Context: an optimization exercise on an open-source flow, tuned for small area. The choices shown serve that exercise and are no tape-out recipe. The RTL was checked by simulation tests, not by an equivalence proof against the original design.

==> 04-27: inputs <==
// catc
module catc #(
    parameter [31:0] TIMEOUT_CYCLES = 32'd3000
) (
    input  wire        clk,
    input  wire        rst,
    input  wire        cmd_valid,
    input  wire [39:0] cmd_word,
    output wire        cmd_ready,
    output wire        done,
    output wire [3:0]  result,
    input  wire [3:0]  sts_addr,
    output reg  [31:0] sts_rdata,
    output wire        open_req,
    output wire [31:0] open_speed,
    input  wire        open_done,
    input  wire        open_ok,
    output wire        close_req,
    output wire        tx_start,
    output wire [39:0] tx_data,
    input  wire        tx_done,
    input  wire [2:0]  tx_count,
    input  wire        rx_valid,
    input  wire [7:0]  rx_data
);
    localparam [2:0] S_DISC   = 3'd0,
                     S_OPEN   = 3'd1,
                     S_CONN   = 3'd2,
                     S_SEND   = 3'd3,
                     S_AWAIT  = 3'd4,
                     S_IDLE   = 3'd5,
                     S_UNRESP = 3'd6;
    localparam [1:0] K_NONE = 2'd0,
                     K_FM   = 2'd1,
                     K_RX   = 2'd2,
  ...
==> flow/config.mk <==
export PLATFORM = sky130hd
export DESIGN_NAME = catc
export DESIGN_NICKNAME = catc
export VERILOG_FILES = /design/flow/design.v
export SDC_FILE = /design/flow/constraint.sdc
export NUM_CORES = 4
export LEC_CHECK = 0
export ABC_AREA = 1
export CAP_MARGIN = 20
export CORE_MARGIN = 2
export CORE_UTILIZATION = 70
export SLEW_MARGIN = 20
==> flow/constraint.sdc <==
create_clock -name core_clock -period 30.0 [get_ports {clk}]
set_input_delay 6.0000 -clock core_clock [delete_from_list [all_inputs] [get_ports {clk}]]
set_output_delay 6.0000 -clock core_clock [all_outputs]
set_load 0.01 [all_outputs]
run.sh (not shown) runs the stock make flow with config.mk's settings and CLKGATE_MAP_FILE= SYNTH_SCRIPT=/design/flow/synth_recipe.tcl, a recipe that flattens the netlist after the stock synthesis.
==> 04-21: changes against 04-27 <==
==> flow/flow/run.sh (new file) <==
#!/bin/bash
# Own layout flow: the standard synthesis, then the combinational logic is
# mapped again by ABC with an area-oriented script (registers, and the full/half
# adder cells, are left exactly as the standard synthesis made them), then the
# standard ORFS flow from floorplan to finish, with the port buffers made of
# the smallest buffer cell.
set -euo pipefail
WORK=$(pwd)
FLOWDIR=$WORK/flow
R=$WORK/orfs/results/${FLOW_PLATFORM}/catc/base
LIB=$FLOW_HOME/platforms/${FLOW_PLATFORM}/lib/sky130_fd_sc_hd__tt_025C_1v80.lib
YOSYS=$FLOW_HOME/../tools/install/yosys/bin/yosys
[ -x "$YOSYS" ] || YOSYS=yosys

# 1. standard synthesis
bash standard.sh synth > $WORK/log_1_standard_synth.log 2>&1

# 2. remap the combinational logic
cp $R/1_2_yosys.v $WORK/standard_1_2_yosys.v
python3 $FLOWDIR/libmap.py $LIB $WORK/standard_1_2_yosys.v $WORK/remap_cells.v 'fa_1|ha_1' > $WORK/log_2_libmap.log 2>&1
cat > $WORK/remap.abc <<EOT
strash
&get -n
&deepsyn -T 90
&dch -f
&nf -R 1000
&put
EOT
cat > $WORK/remap.ys <<EOT
read_liberty -lib -ignore_miss_dir -setattr blackbox $LIB
read_verilog $WORK/standard_1_2_yosys.v
hierarchy -top $FLOW_TOP
techmap -map $WORK/remap_cells.v
techmap
opt_expr
opt_clean
abc -script $WORK/remap.abc -liberty $LIB -dont_use *lpflow* -dont_use *probe* -dont_use *fill* -D 30000
setundef -zero
splitnets
opt_clean -purge
hilomap -singleton -hicell sky130_fd_sc_hd__conb_1 HI -locell sky130_fd_sc_hd__conb_1 LO
insbuf -buf sky130_fd_sc_hd__buf_4 A X
opt_clean -purge
check -assert
stat -liberty $LIB
write_verilog -noattr -noexpr -nohex -nodec $WORK/remapped_1_2_yosys.v
EOT
$YOSYS -l $WORK/log_3_remap_yosys.log -q $WORK/remap.ys > /dev/null 2>&1
cp $WORK/remapped_1_2_yosys.v $R/1_2_yosys.v
touch $R/1_2_yosys.v

# 3. the rest of the standard flow, from the remapped netlist
BUFFER_PORTS_ARGS="-buffer_cell sky130_fd_sc_hd__buf_1" bash standard.sh finish > $WORK/log_4_standard_finish.log 2>&1
==> flow/flow/libmap.py (new file) <==
#!/usr/bin/env python3
# Write a Yosys techmap file that replaces each combinational sky130 cell used in a
# netlist by its liberty function, so ABC can map the logic again.
# usage: libmap.py LIB NETLIST OUT [keep-cell-regex]
import re, sys
lib, net, out = sys.argv[1:4]
keep = re.compile(sys.argv[4]) if len(sys.argv) > 4 else None
used = set(re.findall(r'^\s*(sky130_fd_sc_hd__\w+)\s', open(net).read(), re.M))
text = open(lib).read()
cells = {}
for m in re.finditer(r'\n\s*cell\s*\(\s*"?(\w+)"?\s*\)\s*\{', text):
    name = m.group(1)
    if name not in used: continue
    # find cell body by brace matching
    i = m.end(); depth = 1
    while depth:
        c = text[i]
        if c == '{': depth += 1
        elif c == '}': depth -= 1
        i += 1
    cells[name] = text[m.end():i]
def conv(f):
    f = f.replace('!', '~').replace('+', '|').replace('*', '&')
    # implicit AND by whitespace between operands, e.g. "A B"
    f = re.sub(r'(?<=[\w)])\s+(?=[~\w(])', ' & ', f)
    return f
L = []
for name, body in sorted(cells.items()):
    if re.search(r'\b(ff|latch|statetable)\s*\(', body): continue
    if keep and keep.search(name): continue
    pins = []
    for pm in re.finditer(r'\bpin\s*\(\s*"?(\w+)"?\s*\)\s*\{', body):
        j = pm.end(); depth = 1
        while depth:
            c = body[j]
            if c == '{': depth += 1
            elif c == '}': depth -= 1
            j += 1
        pb = body[pm.end():j]
        d = re.search(r'direction\s*:\s*"?(\w+)"?', pb)
        fn = re.search(r'\bfunction\s*:\s*"([^"]*)"', pb)
        pins.append((pm.group(1), d.group(1) if d else None, fn.group(1) if fn else None))
    outs = [p for p in pins if p[1] == 'output']
    ins = [p for p in pins if p[1] == 'input']
    if not outs or any(o[2] is None for o in outs): continue
    L.append(f"module {name} (" + ", ".join([f"input {p[0]}" for p in ins] + [f"output {p[0]}" for p in outs]) + ");")
    for o in outs:
        L.append(f"  assign {o[0]} = {conv(o[2])};")
    L.append("endmodule")
open(out, 'w').write("\n".join(L) + "\n")
print(f"{len(used)} cell types used, mapped {sum(1 for l in L if l.startswith('module'))}", file=sys.stderr)
==> flow/standard.sh (new file) <==
#!/bin/bash
# synth_recipe.tcl (not shown) runs the flow's synth.tcl, then flattens the netlist and writes it again
# the make line also repeats each setting of config.mk as NAME=value (left out here)
make -C /OpenROAD-flow-scripts/flow DESIGN_CONFIG=/design/flow/config.mk WORK_HOME=/design/flow/orfs CLKGATE_MAP_FILE= SYNTH_SCRIPT=/design/flow/synth_recipe.tcl "${@:-finish}"
- CORE_UTILIZATION: 70 -> 40
removed: flow/run.sh
==> 04-17: changes against 04-27 <==
- CORE_UTILIZATION: 70 -> 40
==> notes.md <==
- Utilization: 04-27 > 04-17 > 04-21.
- Setup slack, lowest first: 04-21, 04-27, 04-17.
- In 04-17 the maximum frequency is larger than in 04-27, by about 6%.
- Between 04-21 and 04-17, the lower area after synthesis is in 04-21 (gap about 14%, measured against 04-17).
==> figures <==
quantity	04-21	04-17	04-27
Run status	complete, no violations	complete, no violations	complete, no violations
Slowest CP cell	o21ai_0	clkdlybuf4s50_1	clkdlybuf4s50_1
Number of nets at the end of the flow	2724	3657	3654
Number of detailed-routing iterations run before antenna repair	8	6	9
FF+latch count, synth	-	206	206
Area of the die	46800 um2	54500 um2	31500 um2
Worst setup path startpoint	cmd_word[36]	cmd_word[39]	cmd_word[39]
Pin slew with the least headroom to its limit	1090 ps	1030 ps	1040 ps
Clock buf/inv share	0.0406	0.0361	0.0316

==> what the ideal ports hide <==
No port has a modelled driver above. Below, the same layouts with a new extraction and two added sets of constraints. Step 1, drivers: a clkbuf_16 drives clk and a buf_2 each remaining input, both assumed. Step 2 adds t to the input delays and takes it off the output delays; t is the mean of the earliest and latest rising clock arrival at the registers after step 1. Input paths then give back, and output paths get back, about the clock's delay inside the block. a / b / c = ideal ports / drivers / drivers and shift; a / b = the first two.
run	t (ns)	setup WS [ns]	worst setup path after step 2
04-27	0.592	12.383 / 12.414 / 11.822	input to register
04-21	0.594	2.642 / 2.667 / 2.073	input to register
04-17	0.609	13.356 / 13.321 / 12.779	input to register
After both steps setup and hold are still met in every run listed. The setup slack of 04-17, which loses most, moves by -0.035 ns with the drivers and by -0.577 ns with both steps.
